Source: an optimization exercise on an open RTL-to-GDS flow (aim: small area, a short achievable clock period and few clock cycles per item). Production flows keep margins and buffers that such runs may drop. Only simulation tests tie the RTL to the original design; equivalence was not proved. No activity file was given, so power comes from the tool's default toggle rates.

**flow/design.v**
```verilog
module qb3_respond (
    input  wire [31:0] req,          
    input  wire [1:0]  bwc,          
    output wire [31:0] word0,
    output wire [31:0] word1
);
    wire [3:0]  op  = req[31:28];
    wire [3:0]  r   = req[27:24];
    wire        rsv = |req[18:17];
    wire [16:0] d   = req[16:0];
    function [15:0] onehot16;
        input [3:0] v;
        integer i;
        begin
            for (i = 0; i < 16; i = i + 1)
                onehot16[i] = (v == i);
        end
    endfunction
    function [15:0] below16;
        input [15:0] oh;
        integer i;
        begin
            below16[15] = 1'b0;
            for (i = 14; i >= 0; i = i - 1)
                below16[i] = below16[i + 1] | oh[i + 1];
        end
    endfunction
    function [4:0] oh_plus;
        input [15:0] oh;
        input [1:0]  add;
        integer i, v;
        begin
            oh_plus = 5'd0;
            for (i = 0; i < 16; i = i + 1) begin
                v = i + add;
                oh_plus = oh_plus | ({5{oh[i]}} & v[4:0]);
            end
        end
    endfunction
    wire [15:0] opd = onehot16(op) & {16{!rsv}};
    wire op_mse  = opd[1];
    wire op_msd  = opd[2];
    wire op_cwe  = opd[3];
    wire op_cwd  = opd[4];
    wire op_enc  = opd[5];
    wire op_dec  = opd[6];
    wire op_swe  = opd[7];
    wire op_swd  = opd[8];
    wire op_cwd2 = opd[9];
    wire op_dec2 = opd[10];
    wire op_tbe  = opd[11];
    wire op_tbd  = opd[12];
    wire op_bad  = rsv | opd[0] | opd[13] | opd[14] | opd[15];
    wire [15:0] eq = onehot16(r);
    wire [15:0] lt = below16(eq);
    wire [16:0] gt = {1'b1, ~(lt | eq)};
    wire        r0 = eq[0];
    wire [4:0]  r_p0 = {1'b0, r};
    wire [4:0]  r_p1 = oh_plus(eq, 2'd1);
    wire [4:0]  r_p2 = oh_plus(eq, 2'd2);
    wire        s   = d[16];
    wire [15:0] x   = d[15:0] ^ {16{s}};
    wire [16:0] mse = {x, s};
    wire        bw_big = bwc[1];                            
    wire        w_bad  = bwc[0];                            
    wire        rng_x  = |(x & ~lt);                        
    wire        rng_d  = |(d & gt);                         
    wire        rng_d2 = |(d[16:1] & gt[15:0]);             
    wire        sw_rng = |(x & ~{1'b0, lt[15:1]});          
    wire        pre  = op_enc | op_mse;
    wire [16:0] m    = pre ? mse : d;
    wire        d_at_r   = |(d[15:0] & eq);
    wire        d_at_rm1 = |(d[14:0] & eq[15:1]);
    wire        d_at_rm2 = |(d[13:0] & eq[15:2]);
    wire        e_long = |(m[15:0] & eq);
    wire        e_mid  = |(m[14:0] & eq[15:1]);
    wire        eL = !r0 & e_long;
    wire        eM = !r0 & !e_long & e_mid;
    wire        eS = !r0 & !e_long & !e_mid;
    wire [16:0] e_bits =
        {16'd0, r0 & m[0]} |
        ({17{eL}} & {m[14:0] & lt[14:0], 2'b11}) |
        ({17{eM}} & {m[14:0] & lt[15:1], 2'b01}) |
        ({17{eS}} & {m[15:0], 1'b0});
    wire [1:0]  e_k = {eL, r0 | eM};
    wire        dL = !r0 & d[0] & d[1];
    wire        dM = !r0 & d[0] & !d[1];
    wire        dS = !r0 & !d[0];
    wire [15:0] d_val =
        {15'd0, r0 & d[0]} |
        ({16{dL}} & (({1'b0, d[16:2]} & lt) | eq)) |
        ({16{dM}} & (({1'b0, d[16:2]} & {1'b0, lt[15:1]}) | {1'b0, eq[15:1]})) |
        ({16{dS}} & (d[16:1] & {1'b0, lt[15:1]}));
    wire [1:0]  d_k = {dL, r0 | dM};
    wire        use_e  = op_cwe | op_enc | op_tbe;
    wire [1:0]  k      = use_e ? e_k : d_k;
    wire [4:0]  len_rk = ({5{k == 2'd0}} & r_p0) | ({5{k == 2'd1}} & r_p1) |
                         ({5{k[1]}} & r_p2);
    wire [16:0] v_in  = op_msd ? d : {1'b0, d_val};
    wire        post  = op_msd | op_dec | op_dec2;
    wire [16:0] w_out = {v_in[16:1] ^ {16{post & v_in[0]}}, v_in[0]};
    wire [16:0] w_fin = post ? {w_out[0], w_out[16:1]} : v_in;
    wire        r1  = !r[1];
    wire [3:0]  l1h = r1 ? {1'b0, dL, dM, dS}              
                         : {dL, dM, dS, 1'b0};
    wire [3:0]  w2  = ({4{l1h[0]}} & d[4:1]) | ({4{l1h[1]}} & d[5:2]) |
                      ({4{l1h[2]}} & d[6:3]) | ({4{l1h[3]}} & d[7:4]);
    wire        c2L = w2[0] & w2[1];
    wire        c2M = w2[0] & !w2[1];
    wire [2:0]  v2  = r1 ? {1'b0, c2L, c2M | (c2L & w2[2])}
                         : {c2L, c2M | (c2L & w2[3]), (c2M & w2[2]) | (c2L & w2[2]) | (!w2[0] & w2[1])};
    wire [1:0]  k2  = {c2L, c2M};
    wire [16:0] v2_ms = {{15{v2[0]}}, v2[2:1] ^ {2{v2[0]}}};
    wire [2:0]  ksum;
    assign ksum[0] = d_k[0] ^ k2[0];
    assign ksum[1] = (d_k[1] ^ k2[1]) ^ (d_k[0] & k2[0]);
    assign ksum[2] = (d_k[1] & k2[1]) | ((d_k[1] | k2[1]) & d_k[0] & k2[0]);
    wire [4:0]  len_dd = r1 ? {2'b00, ksum[1] | ksum[2], ~ksum[1], ksum[0]}
                            : {1'b0, ksum[2], ~ksum[2], ksum[1], ksum[0]};
    wire        u_bad  = !(eq[3] | eq[4] | eq[5] | eq[6]);
    wire [5:0]  u_max  = lt[5:0];                  
    wire        d_zero = ~|d;
    wire [5:0]  sm_f    = (mse[5:0] == u_max) ? 6'd0 : mse[5:0];
    wire        se_long = |(sm_f & eq[6:1]);        
    wire        se_mid  = |(sm_f & eq[7:2]);        
    wire [7:0]  se_bits = ({8{se_long}} & {sm_f[4:0] & lt[5:1], 3'b111}) |
                          ({8{!se_long & se_mid}} & {sm_f[4:0] & lt[6:2], 3'b011}) |
                          ({8{!se_long & !se_mid}} & {sm_f, 2'b01});
    wire [1:0]  se_k    = {se_long, !se_long & se_mid};
    wire        sd_long = d[1] & d[2];
    wire        sd_mid  = d[1] & !d[2];
    wire [5:0]  sd_v    = ({6{sd_long}} & ((d[8:3] & lt[6:1]) | eq[6:1])) |
                          ({6{sd_mid}} & ((d[8:3] & lt[7:2]) | eq[7:2])) |
                          ({6{!d[1]}} & (d[7:2] & lt[7:2]));
    wire [1:0]  sd_k    = {sd_long, sd_mid};
    wire        sd_rsvd = sd_long & &(d[8:3] | ~lt[6:1]);
    wire        sd_zero = !d[1] & ~|(d[7:2] & lt[7:2]);
    wire [5:0]  sd_m    = sd_zero ? u_max : sd_v;
    wire [16:0] sd_ms   = {{12{sd_m[0]}}, sd_m[5:1] ^ {5{sd_m[0]}}};
    wire [1:0]  sw_k    = op_swe ? se_k : sd_k;
    wire [4:0]  sw_len  = ({5{sw_k == 2'd0}} & r_p0) | ({5{sw_k == 2'd1}} & r_p1) |
                          ({5{sw_k[1]}} & r_p2);    
    wire r_hi11   = |eq[15:12];                                
    wire tbe_pack = !r0 & (e_long ? (r_hi11 | eq[11]) :
                           e_mid  ? r_hi11 :
                                    (r_hi11 & !eq[12]));      
    wire e_bw  = (op_mse | op_enc) & bw_big;                   
    wire e_w   = (op_mse | op_enc) & !bw_big & w_bad;          
    wire e_rng = (op_enc & !bw_big & !w_bad & rng_x) |
                 ((op_cwe | op_tbe) & rng_d) |
                 (op_tbd & rng_d2);                            
    wire e_u   = (op_swe | op_swd) & u_bad;                    
    wire e_dl  = op_swe & !u_bad & sw_rng;                     
    wire e_rs  = op_swd & !u_bad & d[0] & sd_rsvd;             
    wire e_r2  = (op_cwd2 | op_dec2) & !(eq[1] | eq[2]);       
    wire e_pk  = (op_tbe & !rng_d & tbe_pack) |
                 (op_tbd & !rng_d2 & r_hi11);                  
    wire [3:0] status = {e_rs | e_pk,
                         e_w | e_rng | e_u | e_dl,
                         e_r2 | e_bw | e_u | e_dl,
                         op_bad | e_bw | e_rng | e_dl | e_pk};
    wire ok = !(op_bad | e_bw | e_w | e_rng | e_u | e_dl | e_rs | e_r2 | e_pk);
    wire s_w    = op_msd | op_cwd | op_dec | op_cwd2 | op_dec2;
    wire s_e    = op_cwe | op_enc;
    wire s_swe  = op_swe & !d_zero;
    wire s_swd  = op_swd & d[0];
    wire s_lo_e = s_e | op_tbe;                  
    wire s_lo_w = s_w | op_tbd;                  
    wire [16:0] data0_a =
        ({17{op_mse}} & m) |
        {({5{s_e}} & e_bits[16:12]) | ({5{s_w}} & w_fin[16:12]) |
         ({5{op_tbe}} & {1'b0, len_rk[3:0]}) | ({5{op_tbd}} & {3'b0, k}),
         ({12{s_lo_e}} & e_bits[11:0]) | ({12{s_lo_w}} & w_fin[11:0])} |
        ({17{s_swe}} & {9'd0, se_bits}) |
        ({17{s_swd}} & sd_ms);
    wire [16:0] data1_a =
        ({17{op_cwd2}} & {14'd0, v2}) | ({17{op_dec2}} & v2_ms);
    wire        nc_a = (op_swe & d_zero) | (op_swd & !d[0]);
    wire [4:0]  len_a =
        ({5{s_e | op_cwd | op_dec}} & len_rk) |
        ({5{s_swe | s_swd}} & sw_len) |
        {4'd0, nc_a} |
        ({5{op_cwd2 | op_dec2}} & len_dd);
    wire [16:0] data0 = {17{ok}} & data0_a;
    wire [16:0] data1 = {17{ok}} & data1_a;
    wire [4:0]  len   = {5{ok}} & len_a;
    wire        nc    = ok & nc_a;
    assign word0 = {5'd0, status, nc, len, data0};
    assign word1 = {15'd0, data1};
endmodule
module qb3_bwchk (
    input  wire [31:0] req,
    output wire [1:0]  bwc
);
    wire [4:0]  bw = req[23:19];
    wire [15:0] x  = req[15:0] ^ {16{req[16]}};
    reg  [15:0] bw_ge;                       
    integer i;
    always @* begin
        for (i = 0; i < 16; i = i + 1)
            bw_ge[i] = (i >= bw[3:0]);
    end
    assign bwc = {bw[4] & |bw[3:0], !bw[4] & |(x & bw_ge)};
endmodule
module qb3_core (
    input  wire        clk,
    input  wire        rst,
    input  wire        req_valid,
    output reg         req_ready,
    input  wire [31:0] req_word,
    output reg         rsp_valid,
    input  wire        rsp_ready,
    output reg  [31:0] rsp_word0,
    output reg  [31:0] rsp_word1
);
    wire [1:0]  bwc;
    qb3_bwchk u_bwchk (.req(req_word), .bwc(bwc));
    wire [26:0] req_c = {req_word[31:28] & {4{~|req_word[18:17]}},
                         req_word[27:24], bwc, req_word[16:0]};
    reg  [26:0] in_q;        
    reg         in_v;
    reg  [26:0] sk_q;        
    reg         sk_v;
    wire [31:0] next_word0, next_word1;
    qb3_respond u_respond (
        .req   ({in_q[26:19], 5'd0, 2'b00, in_q[16:0]}),
        .bwc   (in_q[18:17]),
        .word0 (next_word0),
        .word1 (next_word1)
    );
    wire out_free = !rsp_valid || rsp_ready;      
    wire in_free  = !in_v || out_free;            
    wire take     = req_valid && req_ready;
    always @(posedge clk) begin
        if (in_free)
            in_q <= sk_v ? sk_q : req_c;
        if (!sk_v)
            sk_q <= req_c;
        if (out_free) begin
            rsp_word0 <= next_word0;
            rsp_word1 <= next_word1;
        end
    end
    wire in_v_n = in_free ? (sk_v || take) : in_v;
    wire sk_v_n = sk_v ? !in_free : (take && !in_free);
    always @(posedge clk) begin
        if (rst) begin
            in_v      <= 1'b0;
            sk_v      <= 1'b0;
            rsp_valid <= 1'b0;
            req_ready <= 1'b1;
        end else begin
            in_v      <= in_v_n;
            sk_v      <= sk_v_n;
            if (out_free)
                rsp_valid <= in_v;
            req_ready <= !sk_v_n;
        end
    end
endmodule
```
**flow/config.mk**
```make
export PLATFORM = sky130hd
export DESIGN_NAME = qb3_core
export DESIGN_NICKNAME = qb3_core
export VERILOG_FILES = /design/flow/design.v
export SDC_FILE = /design/flow/constraint.sdc
export NUM_CORES = 4
export LEC_CHECK = 0
export ABC_AREA = 1
export CAP_MARGIN = 20
export CORE_MARGIN = 2
export CORE_UTILIZATION = 45
export GPL_TIMING_DRIVEN = 1
export PLACE_DENSITY = 0.65
export SLEW_MARGIN = 65
```
**flow/constraint.sdc**
```tcl
create_clock -name core_clock -period 11.0 [get_ports {clk}]
set_input_delay 2.2000 -clock core_clock [delete_from_list [all_inputs] [get_ports {clk}]]
set_output_delay 2.2000 -clock core_clock [all_outputs]
set_load 0.01 [all_outputs]
```
**flow/standard.sh**
```bash
#!/bin/bash
# synth_recipe.tcl (not shown) runs the flow's synth.tcl, then flattens the netlist and writes it again
# the make line also repeats each setting of config.mk as NAME=value (left out here)
make -C /OpenROAD-flow-scripts/flow DESIGN_CONFIG=/design/flow/config.mk WORK_HOME=/design/flow/orfs CLKGATE_MAP_FILE= SYNTH_SCRIPT=/design/flow/synth_recipe.tcl "${@:-finish}"
```
**flow/flow/run.sh**
```bash
#!/bin/bash
# Layout flow: the standard flow, unchanged synthesis, then the
# standard ORFS steps with port buffers of a plain buffer cell and a
# setup target tighter than the clock, so repair_timing works on the
# critical paths. Each step's output goes to its own log here.
set -euo pipefail
MARGIN=${MARGIN:-7.6}
bash standard.sh synth > synth.log 2>&1
bash standard.sh \
    "BUFFER_PORTS_ARGS=-buffer_cell sky130_fd_sc_hd__buf_2" \
    "SETUP_SLACK_MARGIN=$MARGIN" \
    "MATCH_CELL_FOOTPRINT=0" \
    finish > layout.log 2>&1
```
==> impl_metrics.toml, run 1 <==
[synth]
ys_types = 49
synthTopCellsByArea = "edfxtp_1, nand2_1, nand3_1, dfxtp_1, inv_1"
syn_avg_cell_area_um2 = 6.212
async_reset_ff_frac = 0
ys_ff_latch = 89
synth_edf_count = 58
seq_area_frac_synth = 0.2859
synthCells = 1330
synth_top_area_share = 0.2108
synth_area_leader_cell = "edfxtp_1"
synth_area_um2 = 8262
synthTopCellsByCount = "nand2_1, nand3_1, inv_1"
ys.flop_type = "edfxtp_1"
yosysMostFrequentCell = "nand2_1"
ys_warn_count = 3

[final_layout]
layout-drive-gt1-share = 0.1722
area_growth_pct = 16.31
fin_nets = 1456
num_antenna_cells = 0

[grt]
gr-total-overflow = 0
grt_max_degree = 38
grtUsageTotal = 0.3283
grt_pass1_wl_mm = 49.84
antenna_found_initial = 0
grt_pass1_vias = 8739

[critical_path]
cp_max_fo = 11
crit_cells = 8
crit_end = "in_q[17]"
startpoint = "req_word[21]"
cpPeakStageDelay_ns = 0.25
worstSetupStartpointType = "input port"
r2r_cells = 18
r2r_start = "in_q[19]"
crit_path_top_delay_cell = "a221oi_1"
path_common_cell = "nand2_1"
required_ns = 11.11
crit_family = "compound AO/OA/AOI/OAI gates"
crit_buf_inv = 1
cp_cell_sequence = "clkbuf_4, nand2_1, o21ai_0, nand4_1, a221oi_1, o211ai_1, nand3_1, nand2_1"
regToRegEndpoint = "rsp_word0[18]"
setup.worst_path.end_class = "register"
path_class = "input port to register"
arrival_ns = 3.41
rrSetupSlack_ns = 7.71

[detailed_routing]
drt_wl_total_mm = 33.49
wl_per_cell_um = 20.35
drt_iter0_drc = 1550
drc = 0
dr.pass1.iters = 7
ant_nets = 0
vias = 9771
vias_per_cell = 5.936

[sta]
fmax_mhz = 302.9
setup_viol = 0
drv_slew = 0
tightest_slew_ns = 0.5036
setup_slack_ns = 7.698
rsz0062_at_grt = "yes"
final_hold_viol_count = 0
setup_tns_ns = 0
period_share = 0.3002
skew_ns = 0.01420
min_period_ns = 3.302
relSlewSlack = 0.6631

[power]
leakagePower_nw = 4.565
p_sw_frac = 0.4017
p_clk_frac = 0.298
vdd_ir_drop_max_mv = 0.07812
p_seq_frac = 0.361
total_power_mw = 1.089
pwr_density_cell_nw_per_um2 = 113.4
p_int_mw = 0.6518
p_sw_mw = 0.4376
comb_power_share = 0.341

[clock_tree]
cts_hold_buf = 0
cts_buffer_depth = 2
insertion_delay_ns = 0.36
h-tree-depth = 3
cts_num_sinks = 89
root_buffer = "clkbuf_16"
numCtsBuffers = 9
clk_pin_slew_worst_paths_ns = 0.07
cts_tree = "yes"

[die]
core_um2 = 17960
die_w_um = 139.5
fp-row-count = 49
die_h_um = 139.5
start_util = 0.4599
pin_count = 102
die_area_um2 = 19460

[place]
portBuffers = 81
dp_worst_setup_slack_ns = 6.575
dp_hpwl_mm = 25.76
gp_congestion = 1.074

[flow_run]
drv_cap = 0

[status]
outcome = "timing/DRC/antenna clean"

[min_path]
hold_class = "register to register"
-- cells by family (layout without fill, tap and decap cells) --
logic type               count (synthesis)  count (layout)  synth area share
AND/OR/NAND/NOR                        742             745            0.3895
other                                    1              20         0.0004539
AO/OA/AOI/OAI                          252             252            0.1708
XOR/XNOR                                11              11           0.01166
flip-flops                              89              89            0.2859
buffers and inverters                  227             292            0.1295
adder cells (fa/ha/maj)                  8               8           0.01212
-- layer usage --
metal | wire length, um | up-vias | share of wire | GRT usage
li1 | - | 4562 | - | -
met1 | 13880 | 4401 | 0.41 | 0.4541
met2 | 14320 | 678 | 0.43 | 0.4954
met3 | 3828 | 130 | 0.11 | 0.07054
met4 | 1465 | 0 | 0.044 | 0.1404
met5 | 0 | - | 0 | 0
-- worst min-delay path: cells and delay by family, from the launching register on --
family,cells,cell delay [ns]
DFF,1,0.30
and+or+nand+nor,2,0.11
-- how the worst min path moves through the flow --
stage | startpoint | end | slack, ns | depth (start not counted)
2_1_floorplan | sk_q[25] | sk_q[25] | 0.41 | 2
3_3_place_gp | sk_q[25] | sk_q[25] | 0.43 | 2
3_5_place_dp | sk_q[23] | sk_q[23] | 0.44 | 2
4_1_cts | sk_q[0] | sk_q[0] | 0.45 | 2
5_1_grt | sk_q[26] | sk_q[26] | 0.48 | 2
6_report | sk_q[25] | sk_q[25] | 0.45 | 2
-- stage by stage --
step	area [um2]	hold WS, ns	utilization	cells
after floorplan	8371	0.4143	-	1349
after global placement	8620	0.4293	0.4798	1590
after detailed placement	8701	0.4370	0.4844	1596
after CTS	9180	0.4541	0.5110	1623
after global routing	9609	0.4771	0.5349	1646
final	9609	0.4539	0.5349	1646
-- cell type report --
class	instances	area [um2]
Inverter	150	609.3
Timing Repair Buffer	126	795.8
Fill cell	1876	8354
Multi-Input combinational cell	1036	5249
Tap cell	229	286.5
Sequential cell	89	2362
Clock inverter	7	81.33
Clock buffer	9	225.2
-- layout by cell type (no fill, tap or decap), types with 9 or more instances in the layout --
master | Yosys | routed
a21oi_1 | 84 | 82
buf_2 | 9 | 81
buf_4 | 41 | 36
clkbuf_16 | 0 | 9
conb_1 | 1 | 20
dfxtp_1 | 31 | 31
edfxtp_1 | 58 | 58
inv_1 | 133 | 126
inv_2 | 12 | 12
nand2_1 | 391 | 379
nand2_2 | 9 | 13
nand3_1 | 155 | 152
nand4_1 | 17 | 17
nor2_1 | 120 | 104
nor2_2 | 9 | 14
nor2_4 | 6 | 17
o211ai_1 | 16 | 16
o21ai_0 | 92 | 79
o21ai_1 | 10 | 21
o22ai_1 | 18 | 18
xor2_1 | 9 | 9
-- power groups by stage --
stage	combinational (mW)	clock, mW	sequential [mW]
2_1_floorplan	0.229	0	0.400
3_3_place_gp	0.319	0	0.404
3_5_place_dp	0.321	0	0.402
4_1_cts	0.332	0.328	0.394
5_1_grt	0.400	0.341	0.396
6_report	0.371	0.325	0.394
-- state kept, by name, summed over array words and instances, names as in the netlist --
name and count:
rsp_word1 4, rsp_valid 1, in_v 1, in_q 27
sk_v 1, req_ready 1, rsp_word0 27, sk_q 27
-- what timing repair did --
action,4_1_cts,5_1_grt
pin swaps,3,11
setup buffers,11,20
resized for setup,25,48
gates cloned,0,3
endpoints found under the setup margin,28,29
Testbench counts, summed over its fixed seeds: cycles 32,016, items 32,000.
==> run 2: changes to the inputs <==
--- a/flow/flow/run.sh
+++ b/flow/flow/run.sh
@@ -5,5 +5,5 @@
 # critical paths. Each step's output goes to its own log here.
 set -euo pipefail
-MARGIN=${MARGIN:-7.6}
+MARGIN=${MARGIN:-7.7}
 bash standard.sh synth > synth.log 2>&1
 bash standard.sh \
==> run 2 against run 1 <==
  * Register-to-register slack improved by 0.07 ns
  * Cell area grew 3.4%
  * Clock skew decreased by 0.0033 ns
  * Area after synthesis stayed put
  * First-iteration DRC count fell by 1.2%
  * Worst setup slack better by 0.052 ns
  * Hold slack worse by 0.0023 ns
  * Still clean on timing, DRC and antenna
  * Synthesized cell count unchanged
==> impl_metrics.toml, run 2 <==
[status]
outcome = "timing/DRC/antenna clean"

[min_path]
min_from = "sk_q[0]"
hold_class = "register to register"
worstHoldPathCells = 2
min_to = "sk_q[0]"

[sta]
final_hold_viol_count = 0
setup_viol = 0
fmax_mhz = 307.7
relSlewSlack = 0.6269
drv_slew = 0
skew_ns = 0.01087
tightest_slew_ns = 0.5559
rsz0062_at_grt = "yes"
setup_tns_ns = 0
period_share = 0.2954
min_period_ns = 3.250

[critical_path]
regToRegEndpoint = "rsp_word0[18]"
crit_cells = 8
arrival_ns = 3.36
crit_buf_inv = 1
setup.worst_path.end_class = "register"
path_class = "input port to register"
cp_max_fo = 11
worstSetupStartpointType = "input port"
cpPeakStageDelay_ns = 0.22
rrSetupSlack_ns = 7.78
crit_path_top_delay_cell = "a221oi_2"
cp_cell_sequence = "clkbuf_4, nand2_2, o22ai_1, nand4_1, a221oi_2, o211ai_1, nand3_1, nand2_1"
crit_family = "compound AO/OA/AOI/OAI gates"
r2r_cells = 20
required_ns = 11.11
r2r_start = "in_q[16]"

[final_layout]
fin_nets = 1486
multi_input_area_um2 = 5320
final_cell_mix = "nand2_1, nand3_1, inv_1"
fill_cells = 1843
layout-drive-gt1-share = 0.2080
area_growth_pct = 20.28
fin_util = 0.5532
reg.largest.list = "in_q (27), rsp_word0 (27), sk_q (27)"
num_antenna_cells = 0
finalInstanceArea_um2 = 9937
seq_area_um2 = 2362
layout_commonest_cell = "nand2_1"

[detailed_routing]
drt_wl_total_mm = 33.98
ant_nets = 0
drt_iter0_drc = 1531
wl_per_cell_um = 20.28
vias = 10069
vias_per_cell = 6.008
dr.pass1.iters = 10
drc = 0

[synth]
ys_warn_count = 3
synthSimpleGateAreaFrac = 0.3895
synth_area_um2 = 8262
synth_xor_area_frac = 0.01166
seq_area_frac_synth = 0.2859
synthTopCellsByCount = "nand2_1, nand3_1, inv_1"
synth_compound_area_frac = 0.1708
yosysMostFrequentCell = "nand2_1"
synthTopCellsByArea = "edfxtp_1, nand2_1, nand3_1, dfxtp_1, inv_1"
synth_top_area_share = 0.2108
async_reset_ff_frac = 0
synthCells = 1330
synth_top_family_by_area = "simple AND/OR/NAND/NOR gates"
yosys.area_share.adder = 0.01212
ys.flop_type = "edfxtp_1"
ys_ff_latch = 89
synth_edf_count = 58
syn_avg_cell_area_um2 = 6.212
synth_area_leader_cell = "edfxtp_1"
synthMuxAreaShare = 0
ys_types = 49

[grt]
grt_max_degree = 43
grt_pass1_wl_mm = 49.22
grt_pass1_vias = 8743
antenna_found_initial = 0
gr-total-overflow = 0
grtUsageTotal = 0.3238

[flow_run]
drv_cap = 0

[die]
die_h_um = 139.5
pin_count = 102
start_util = 0.4599
core_um2 = 17960
die_w_um = 139.5
fp-row-count = 49
die_area_um2 = 19460

[clock_tree]
cts_tree = "yes"
clk_pin_slew_worst_paths_ns = 0.07
numCtsBuffers = 9
cts_hold_buf = 0
h-tree-depth = 3
cts_num_sinks = 89
root_buffer = "clkbuf_16"
insertion_delay_ns = 0.36
cts_buffer_depth = 2

[place]
gp_congestion = 1.062
placedInstanceArea_um2 = 8703
portBuffers = 81
dp_hpwl_mm = 25.10

[power]
vdd_ir_drop_max_mv = 0.09469
pwr_density_cell_nw_per_um2 = 112.2
leakagePower_nw = 4.707
[run 2: changes by cell type in the layout (fill, tap and decap cells not counted), sizes merged]
cell	delta
clkbuf	+3
buf	+26
clkinv	-1
inv	+1
bufinv	+1
[run 2: power by group]
part | total (mW) | leakage (nW) | internal [mW] | switching [mW]
Clock | 0.337 | 0.156 | 0.183 | 0.154
Combinational | 0.385 | 3.64 | 0.118 | 0.267
Sequential | 0.393 | 0.915 | 0.378 | 0.0143
[run 2: how the worst max path moves through the flow]
stage | startpoint | slack, ns | to
final | req_word[21] | 7.75 | in_q[17]
after global routing | in_q[23] | 7.62 | rsp_word0[1]
after CTS | req_word[20] | 7.70 | in_q[17]
after detailed placement | in_q[20] | 6.66 | rsp_word0[17]
after floorplan | rsp_ready | 7.57 | req_ready
after global placement | in_q[20] | 6.63 | rsp_word0[17]
[run 2: worst min-delay path, delay by kind of cell (launching register included)]
family / cells / cell delay (ns)
flip-flops: 1 / 0.31
AND/OR/NAND/NOR: 2 / 0.11
[run 2: what timing repair did]
action,in CTS,in global routing
gates cloned,0,5
pin swaps,8,22
setup buffers,16,45
endpoints found under the setup margin,30,57
gates resized for setup,47,66
endpoints found under the hold margin,0,0
[run 2: final cells by class]
cell class,instances,area share
repair inverters,1,0.0005037
clock buffers,9,0.02266
repair buffers,155,0.1035
clock inverters,7,0.009318
inverters,150,0.06208
flip-flops and latches,89,0.2377
multi-input cells,1036,0.5354
well taps,229,0.02883
[run 2: metal layers]
metal | share of wire | routed length [um] | GRT usage | up-vias
met2 | 0.43 | 14630 | 0.5034 | 710
met1 | 0.40 | 13470 | 0.4334 | 4555
met4 | 0.056 | 1914 | 0.1435 | 0
met5 | 0 | 0 | 0 | -
li1 | - | - | - | 4640
met3 | 0.12 | 3964 | 0.07020 | 164
[run 2: cells by family (layout without fill, tap and decap cells)]
family | Yosys count | after routing
AOI/OAI and AO/OA | 252 | 252
xor gates and xnor gates | 11 | 11
adders and majority gates | 8 | 8
buffers and inverters | 227 | 322
DFF | 89 | 89
other | 1 | 20
and+or+nand+nor | 742 | 745
[run 2: per-stage QoR]
step / power [mW] / worst slack (ns) / hold WS (ns) / cells
after floorplan: 0.6301 / 7.573 / 0.4117 / 1349
after global placement: 0.7218 / 6.632 / 0.4318 / 1588
after detailed placement: 0.7227 / 6.661 / 0.4377 / 1594
after CTS: 1.071 / 7.704 / 0.4554 / 1626
after global routing: 1.158 / 7.622 / 0.4777 / 1676
final: 1.115 / 7.750 / 0.4515 / 1676
==> run 3: changes to the inputs <==
--- a/flow/flow/run.sh
+++ b/flow/flow/run.sh
@@ -5,5 +5,5 @@
 # critical paths. Each step's output goes to its own log here.
 set -euo pipefail
-MARGIN=${MARGIN:-7.7}
+MARGIN=${MARGIN:-7.6}
 bash standard.sh synth > synth.log 2>&1
 bash standard.sh \
--- a/flow/config.mk
+++ b/flow/config.mk
@@ -12,3 +12,3 @@
 export GPL_TIMING_DRIVEN = 1
 export PLACE_DENSITY = 0.65
-export SLEW_MARGIN = 65
+export SLEW_MARGIN = 20
==> run 3 against run 2 <==
  * Still clean on timing, DRC and antenna
  * Register-to-register slack worse by 0.07 ns
  * Non-clock buffer count decreased by 28
  * Via count decreased by 2.0%
  * Power decreased by 1.9%
  * Clock skew rose by 0.0053 ns
  * Final cell count shrank 1.7%
  * Global-route usage rose by 1.2 points
  * Sequential power is essentially flat
  * Critical path type unchanged
  * Largest cell class unchanged
==> impl_metrics.toml, run 3 <==
[status]
outcome = "timing/DRC/antenna clean"

[min_path]
worstHoldPathCells = 2
min_from = "sk_q[25]"
hold_class = "register to register"
min_to = "sk_q[25]"

[place]
dp_worst_setup_slack_ns = 6.550
gp_congestion = 1.074
dp_hpwl_mm = 25.67
dp_cells = 1590
portBuffers = 81

[synth]
synth_top_area_share = 0.2108
ys.flop_type = "edfxtp_1"
syn_avg_cell_area_um2 = 6.212
ys_warn_count = 3
seq_area_frac_synth = 0.2859
synth_edf_count = 58
ys_ff_latch = 89
ys_types = 49
async_reset_ff_frac = 0
synthCells = 1330
synthTopCellsByCount = "nand2_1, nand3_1, inv_1"
synthTopCellsByArea = "edfxtp_1, nand2_1, nand3_1, dfxtp_1, inv_1"
synth_area_leader_cell = "edfxtp_1"
synth_area_um2 = 8262
yosysMostFrequentCell = "nand2_1"

[flow_run]
drv_cap = 0

[critical_path]
cp_max_fo = 11
arrival_ns = 3.43
r2r_cells = 21
rrSetupSlack_ns = 7.71
regToRegEndpoint = "rsp_word0[19]"
setup.worst_path.end_class = "register"
path_class = "input port to register"
crit_family = "compound AO/OA/AOI/OAI gates"
required_ns = 11.12
r2r_start = "in_q[20]"
worstSetupStartpointType = "input port"
crit_buf_inv = 1
cpPeakStageDelay_ns = 0.23
cp_cell_sequence = "clkbuf_4, nand2_1, o21ai_0, nand4_1, a221oi_1, o211ai_1, nand3_1, nand2_2"
crit_path_top_delay_cell = "a221oi_1"

[die]
core_um2 = 17960
start_util = 0.4599
die_w_um = 139.5
fp-row-count = 49
die_area_um2 = 19460
die_h_um = 139.5
pin_count = 102

[power]
vdd_ir_drop_max_mv = 0.07658
leakagePower_nw = 4.558
pwr_density_cell_nw_per_um2 = 113.5

[grt]
grt_pass1_wl_mm = 51.11
grt_max_degree = 38
antenna_found_initial = 0
grt_pass1_vias = 8911
grtUsageTotal = 0.3354
gr-total-overflow = 0

[sta]
min_period_ns = 3.313
drv_slew = 0
final_hold_viol_count = 0
period_share = 0.3012
relSlewSlack = 0.2599
tightest_slew_ns = 1.104
setup_slack_ns = 7.687
setup_viol = 0
skew_ns = 0.01613
setup_tns_ns = 0
fmax_mhz = 301.9
rsz0062_at_grt = "yes"

[final_layout]
num_antenna_cells = 0
fin_util = 0.5363
layout_commonest_cell = "nand2_1"
stdcell_count = 1648
reg.largest.list = "in_q (27), rsp_word0 (27), sk_q (27)"
final_cell_mix = "nand2_1, nand3_1, inv_1"
layout-drive-gt1-share = 0.1804
area_growth_pct = 16.60
fin_nets = 1458

[clock_tree]
cts_tree = "yes"
cts_buffer_depth = 2
cts_hold_buf = 0
h-tree-depth = 3
insertion_delay_ns = 0.37
root_buffer = "clkbuf_16"
numCtsBuffers = 9
clk_pin_slew_worst_paths_ns = 0.07
cts_num_sinks = 89

[detailed_routing]
dr.pass1.iters = 6
ant_nets = 0
vias = 9871
vias_per_cell = 5.990
wl_per_cell_um = 20.66
drt_wl_total_mm = 34.06
drc = 0
drt_iter0_drc = 1524
[run 3: worst max path at each step]
stage	start	end	cells past startpoint
after detailed placement	in_q[20]	rsp_word0[17]	22
after CTS	rsp_ready	req_ready	7
after global routing	in_q[20]	rsp_word0[17]	22
final	req_word[21]	in_q[17]	8
after global placement	in_q[20]	rsp_word0[17]	22
after floorplan	req_word[21]	in_q[17]	8
[run 3: tightest hold or removal path, delay by kind of cell (launching register included)]
family	cells	cell delay (ns)
flip-flops	1	0.30
AND/OR/NAND/NOR	2	0.11
[run 3: kinds of logic after synthesis]
family	after synthesis	share of synthesized area
other	1	0.0004539
buffers and inverters	227	0.1295
adder cells (fa/ha/maj)	8	0.01212
flip-flops	89	0.2859
AND/OR/NAND/NOR	742	0.3895
XOR/XNOR	11	0.01166
AO/OA/AOI/OAI	252	0.1708
[run 3: metal layers]
layer / routed length [um] / GRT usage
met4: 1672 / 0.1249
met3: 3800 / 0.07777
met5: 0 / 0
met2: 14530 / 0.5083
met1: 14050 / 0.4664
[run 3: what timing repair did]
item	in CTS	in global routing
pin swaps	5	23
gates resized for setup	23	80
setup buffers	14	24
hold endpoints to repair	0	0
gates cloned	0	4
setup endpoints to repair	29	59
[run 3: power breakdown]
group	leakage [nW]	switching, mW	internal [mW]
clock network	0.150	0.166	0.163
registers	0.915	0.0148	0.378
logic	3.49	0.261	0.111
[run 3: final cells by class]
type | count | area, um2
Fill cell | 1903 | 8330
Multi-Input combinational cell | 1035 | 5270
Sequential cell | 89 | 2362
Timing Repair Buffer | 127 | 792.0
Inverter | 150 | 603.1
Tap cell | 229 | 286.5
Clock buffer | 9 | 225.2
Clock inverter | 7 | 81.33
Timing Repair inverter | 2 | 12.51
[run 3: metrics by stage]
stage / hold slack [ns] / area, um2 / power [mW]
floorplan: 0.4143 / 8371 / 0.6291
global placement: 0.4293 / 8620 / 0.7226
global route: 0.4789 / 9633 / 1.143
finish: 0.4525 / 9633 / 1.093
CTS: 0.4558 / 9114 / 1.054
detailed placement: 0.4390 / 8620 / 0.7202
==> run 4: changes to the inputs <==
--- a/flow/config.mk
+++ b/flow/config.mk
@@ -12,3 +12,3 @@
 export GPL_TIMING_DRIVEN = 1
 export PLACE_DENSITY = 0.65
-export SLEW_MARGIN = 20
+export SLEW_MARGIN = 40
==> run 4 against run 3 <==
  * First-iteration DRC count shrank 2.4%
  * Utilization grew 0.12 points
  * Maximum frequency grew 0.91%
  * Combinational power is essentially flat
  * Critical endpoint is now rsp_word1[10]
==> impl_metrics.toml, run 4 <==
[clock_tree]
insertion_delay_ns = 0.37
numCtsBuffers = 9
root_buffer = "clkbuf_16"
cts_hold_buf = 0
cts_num_sinks = 89
h-tree-depth = 3
clk_pin_slew_worst_paths_ns = 0.08
cts_buffer_depth = 2
cts_tree = "yes"

[final_layout]
num_antenna_cells = 0
reg.largest.list = "in_q (27), rsp_word0 (27), sk_q (27)"
fin_nets = 1461
area_growth_pct = 16.86
fin_util = 0.5374
layout-drive-gt1-share = 0.1779
layout_commonest_cell = "nand2_1"
finalInstanceArea_um2 = 9654
final_cell_mix = "nand2_1, nand3_1, inv_1"
stdcell_count = 1651

[sta]
relSlewSlack = 0.4926
period_share = 0.2984
min_period_ns = 3.283
setup_tns_ns = 0
tightest_slew_ns = 0.7583
holdWs_ns = 0.4525
fmax_mhz = 304.6
drv_slew = 0
skew_ns = 0.01782
rsz0062_at_grt = "yes"
setup_slack_ns = 7.717
final_hold_viol_count = 0
setup_viol = 0

[critical_path]
path_class = "register to primary output"
setup.worst_path.end_class = "primary output"
required_ns = 8.80
worstSetupStartpointType = "register"
arrival_ns = 1.08
crit_buf_inv = 1
cpPeakStageDelay_ns = 0.52
crit_path_top_delay_cell = "edfxtp_1"
cp_max_fo = 14
crit_family = "flip-flops"
cp_cell_sequence = "buf_2"

[power]
total_power_mw = 1.098
p_sw_mw = 0.4458
comb_power_share = 0.339
vdd_ir_drop_max_mv = 0.07257
p_clk_frac = 0.303
p_sw_frac = 0.4059
pwr_density_cell_nw_per_um2 = 113.8
p_int_mw = 0.6526
leakagePower_nw = 4.574
p_seq_frac = 0.358

[place]
gp_congestion = 1.074
dp_cells = 1590
placedInstanceArea_um2 = 8626
dp_worst_setup_slack_ns = 6.606
portBuffers = 81
dp_hpwl_mm = 25.54

[synth]
synthCells = 1330
seq_area_frac_synth = 0.2859
synthTopCellsByArea = "edfxtp_1, nand2_1, nand3_1, dfxtp_1, inv_1"
synth_area_um2 = 8262
synth_area_leader_cell = "edfxtp_1"
yosysMostFrequentCell = "nand2_1"
synthTopCellsByCount = "nand2_1, nand3_1, inv_1"
async_reset_ff_frac = 0
ys_types = 49
synth_top_area_share = 0.2108
synth_edf_count = 58
ys_ff_latch = 89
ys.flop_type = "edfxtp_1"
syn_avg_cell_area_um2 = 6.212
ys_warn_count = 3

[min_path]
hold_class = "register to register"

[detailed_routing]
dr.pass1.iters = 9
vias_per_cell = 5.908
top_layer = "met4"
drc = 0
drt_wl_total_mm = 33.87
vias = 9754
wl_met1_mm = 13.75
wl_per_cell_um = 20.51
ant_nets = 0
met3_length_mm = 4.105
drt_iter0_drc = 1487
met2_wirelength_mm = 14.32

[grt]
gr-total-overflow = 0
grt_max_degree = 38
grt_pass1_wl_mm = 50.14
grt_pass1_vias = 8608
grtUsageTotal = 0.3325
antenna_found_initial = 0

[die]
die_w_um = 139.5
die_area_um2 = 19460
start_util = 0.4599
core_um2 = 17960
fp-row-count = 49
pin_count = 102
die_h_um = 139.5

[flow_run]
drv_cap = 0

[status]
outcome = "timing/DRC/antenna clean"
-- run 4: cell counts after synthesis --
No cell type changed its count.
-- run 4: final timing paths --
kind,start,endpoint,slack (ns),depth (start not counted)
hold / removal,sk_q[25],sk_q[25],0.45,2
hold reg to reg,sk_q[25],sk_q[25],0.45,2
setup reg to reg,in_q[16],rsp_word0[11],7.73,18
setup / recovery,rsp_word1[15],rsp_word1[10],7.72,1
-- run 4: power by group through the flow --
stage / Clock, mW / Combinational [mW] / Sequential (mW)
6_report: 0.333 / 0.372 / 0.394
4_1_cts: 0.335 / 0.332 / 0.393
3_3_place_gp: 0 / 0.319 / 0.404
3_5_place_dp: 0 / 0.316 / 0.404
2_1_floorplan: 0 / 0.229 / 0.400
5_1_grt: 0.350 / 0.402 / 0.395
-- run 4: routing by layer --
layer / vias up / global-route usage
met5: - / 0
met4: 0 / 0.1382
met3: 131 / 0.07639
met2: 668 / 0.5008
met1: 4383 / 0.4596
li1: 4572 / -
-- run 4: area by class of cell --
class / count / area, um2
well taps: 229 / 286.5
repair buffers: 130 / 812.0
repair inverters: 1 / 7.507
fillers: 1851 / 8309
inverters: 150 / 600.6
multi-input cells: 1036 / 5279
flip-flops and latches: 89 / 2362
clock buffers: 9 / 225.2
clock inverters: 7 / 81.33
-- run 4: cell families (layout without fill, tap and decap cells) --
logic type                 Yosys count  in the layout  synth area share
and+or+nand+nor                    742            745            0.3895
AOI/OAI and AO/OA                  252            252            0.1708
buffers and inverters              227            297            0.1295
DFF                                 89             89            0.2859
xor gates and xnor gates            11             11           0.01166
adders and majority gates            8              8           0.01212
other                                1             20         0.0004539
-- run 4: repair_timing --
item | CTS | global route
buffers inserted | 17 | 24
setup endpoints to repair | 28 | 58
gates resized for setup | 27 | 64
gates cloned | 0 | 4
pin swaps | 5 | 15
endpoints found under the hold margin | 0 | 0
==> run 5: changes to the inputs <==
--- a/flow/config.mk
+++ b/flow/config.mk
@@ -7,5 +7,5 @@
 export LEC_CHECK = 0
 export ABC_AREA = 1
-export CAP_MARGIN = 20
+export CAP_MARGIN = 40
 export CORE_MARGIN = 2
 export CORE_UTILIZATION = 45
==> run 5 against run 4 <==
  * Maximum frequency unchanged
  * Clock power is essentially flat
  * Combinational power hardly changed
  * Via count unchanged
  * Largest cell class unchanged
  * Critical path depth did not move
  * Power unchanged
  * Non-clock buffer count unchanged
  * Still clean
  * Utilization unchanged
  * Hold slack stayed put
==> impl_metrics.toml, run 5 <==
[synth]
syn_avg_cell_area_um2 = 6.212
ys.flop_type = "edfxtp_1"
ys_ff_latch = 89
synth_top_area_share = 0.2108
synthTopCellsByArea = "edfxtp_1, nand2_1, nand3_1, dfxtp_1, inv_1"
ys_types = 49
synthTopCellsByCount = "nand2_1, nand3_1, inv_1"
synth_area_leader_cell = "edfxtp_1"
synth_area_um2 = 8262
seq_area_frac_synth = 0.2859
yosysMostFrequentCell = "nand2_1"
async_reset_ff_frac = 0
synth_edf_count = 58
synthCells = 1330
ys_warn_count = 3

[final_layout]
layout-drive-gt1-share = 0.1779
fin_nets = 1461
reg.largest.list = "in_q (27), rsp_word0 (27), sk_q (27)"
final_cell_mix = "nand2_1, nand3_1, inv_1"
fin_util = 0.5374
layout_commonest_cell = "nand2_1"
seq_area_um2 = 2362
num_antenna_cells = 0
fill_cells = 1851
multi_input_area_um2 = 5279
area_growth_pct = 16.86

[critical_path]
required_ns = 8.80
r2r_cells = 18
crit_buf_inv = 1
setup.worst_path.end_class = "primary output"
cp_cell_sequence = "buf_2"
cpPeakStageDelay_ns = 0.52
crit_cells = 1
crit_path_top_delay_cell = "edfxtp_1"
arrival_ns = 1.08
worstSetupStartpointType = "register"
crit_family = "flip-flops"
path_class = "register to primary output"
r2r_start = "in_q[16]"
rrSetupSlack_ns = 7.73
regToRegEndpoint = "rsp_word0[11]"
cp_max_fo = 14

[grt]
gr-total-overflow = 0
grt_use_met3 = 0.07639
grt-busiest-layer = "met2"
antenna_found_initial = 0
met1_usage = 0.4596
grtUsageTotal = 0.3325
grt_pass1_vias = 8608
grt_pass1_wl_mm = 50.14
grt_max_degree = 38
grtUsageMet2 = 0.5008

[clock_tree]
insertion_delay_ns = 0.37
clk_pin_slew_worst_paths_ns = 0.08
root_buffer = "clkbuf_16"
numCtsBuffers = 9
cts_num_sinks = 89
cts_buffer_depth = 2
h-tree-depth = 3
cts_tree = "yes"
cts_hold_buf = 0

[min_path]
worstHoldPathCells = 2
min_from = "sk_q[25]"
hold_class = "register to register"
min_to = "sk_q[25]"

[detailed_routing]
drt_wl_total_mm = 33.87
vias_per_cell = 5.908
ant_nets = 0
wl_per_cell_um = 20.51
dr.pass1.iters = 9
drc = 0
vias = 9754
drt_iter0_drc = 1487

[sta]
drv_slew = 0
relSlewSlack = 0.4926
holdWs_ns = 0.4525
tightest_slew_ns = 0.7583
skew_ns = 0.01782
final_hold_viol_count = 0
setup_slack_ns = 7.717
min_period_ns = 3.283
setup_viol = 0
rsz0062_at_grt = "yes"
period_share = 0.2984
setup_tns_ns = 0
fmax_mhz = 304.6

[die]
core_um2 = 17960
die_area_um2 = 19460
start_util = 0.4599
pin_count = 102
die_h_um = 139.5
die_w_um = 139.5
fp-row-count = 49

[power]
comb_power_share = 0.339
p_sw_mw = 0.4458
p_int_mw = 0.6526
leakagePower_nw = 4.574
pwr_density_cell_nw_per_um2 = 113.8
p_seq_frac = 0.358
vdd_ir_drop_max_mv = 0.07257
p_clk_frac = 0.303
p_sw_frac = 0.4059

[status]
outcome = "timing/DRC/antenna clean"

[place]
gp_congestion = 1.074
portBuffers = 81
dp_worst_setup_slack_ns = 6.606
dp_hpwl_mm = 25.54

[flow_run]
drv_cap = 0
run 5: metrics by stage:
step | instance area [um2] | power (mW) | cells
after CTS | 9166 | 1.060 | 1623
after floorplan | 8371 | 0.6291 | 1349
after global placement | 8620 | 0.7226 | 1590
after detailed placement | 8626 | 0.7200 | 1590
after global routing | 9654 | 1.148 | 1651
final | 9654 | 1.098 | 1651
run 5: cell type report:
class | instances | area share
clock buffer | 9 | 0.02333
clock inverter | 7 | 0.008424
inverter | 150 | 0.06221
multi-input combinational | 1036 | 0.5468
sequential | 89 | 0.2447
tap | 229 | 0.02968
timing repair buffer | 130 | 0.08411
timing repair inverter | 1 | 0.0007776
run 5: layer usage:
layer  vias up  part of all wire
li1       4572                 -
met1      4383              0.41
met2       668              0.42
met3       131              0.12
met4         0             0.050
met5         -                 0
run 5: power groups by stage:
stage	combinational [mW]	clock (mW)	sequential, mW
2_1_floorplan	0.229	0	0.400
3_3_place_gp	0.319	0	0.404
3_5_place_dp	0.316	0	0.404
4_1_cts	0.332	0.335	0.393
5_1_grt	0.402	0.350	0.395
6_report	0.372	0.333	0.394
run 5: worst max-delay path by stage:
stage	slack [ns]	startpoint	to
3_3_place_gp	6.64	in_q[20]	rsp_word0[17]
3_5_place_dp	6.61	in_q[20]	rsp_word0[17]
5_1_grt	7.58	in_q[3]	rsp_word0[6]
2_1_floorplan	7.60	req_word[21]	in_q[17]
6_report	7.72	rsp_word1[15]	rsp_word1[10]
4_1_cts	7.62	rsp_ready	req_ready
run 5: worst reg2reg max path, delay by kind of cell (launching register included):
kind,cells,cell delay (ns)
buffers and inverters,3,0.53
DFF,1,0.44
AOI/OAI and AO/OA,1,0.21
and+or+nand+nor,14,1.93
run 5: logic make-up after synthesis:
family | after synthesis | share of synthesized area
adders and majority gates | 8 | 0.01212
xor gates and xnor gates | 11 | 0.01166
AOI/OAI and AO/OA | 252 | 0.1708
buffers and inverters | 227 | 0.1295
and+or+nand+nor | 742 | 0.3895
DFF | 89 | 0.2859
other | 1 | 0.0004539
run 5: what timing repair did:
action	4_1_cts	5_1_grt
pin swaps	5	15
setup buffers	17	24
gates resized for setup	27	64
endpoints found under the hold margin	0	0
gates cloned	0	4
endpoints found under the setup margin	28	58

==> re-timing with driven ports <==
How much do the figures lean on ideal ports? The routed layouts below were timed once more, with nothing changed but the port constraints.
Step 1, drivers: a clkbuf_16 drives clk and a buf_2 each remaining input, both assumed.
Step 2 adds t to the input delays and takes it off the output delays; t is the mean of the earliest and latest rising clock arrival at the registers after step 1. Input paths then give back, and output paths get back, about the clock's delay inside the block.
Slacks: ideal ports / drivers / drivers and shift; pairs: ideal ports / drivers.
run | t (ns) | setup WS [ns] | hold slack, ns | worst data-port slew with drivers (ns) | cell pins on the clock port's net
run 1 | 0.402 | 7.698 / 7.683 / 7.319 | 0.454 / 0.454 / 0.454 | 0.03 | 1
run 2 | 0.401 | 7.750 / 7.729 / 7.370 | 0.452 / 0.452 / 0.452 | 0.04 | 1
run 3 | 0.404 | 7.687 / 7.665 / 7.307 | 0.452 / 0.452 / 0.452 | 0.04 | 1
run 4 | 0.405 | 7.717 / 7.673 / 7.349 | 0.453 / 0.453 / 0.453 | 0.03 | 1
run 5 | 0.405 | 7.717 / 7.673 / 7.349 | 0.453 / 0.453 / 0.453 | 0.03 | 1
After both steps setup and hold are still met in every run listed.
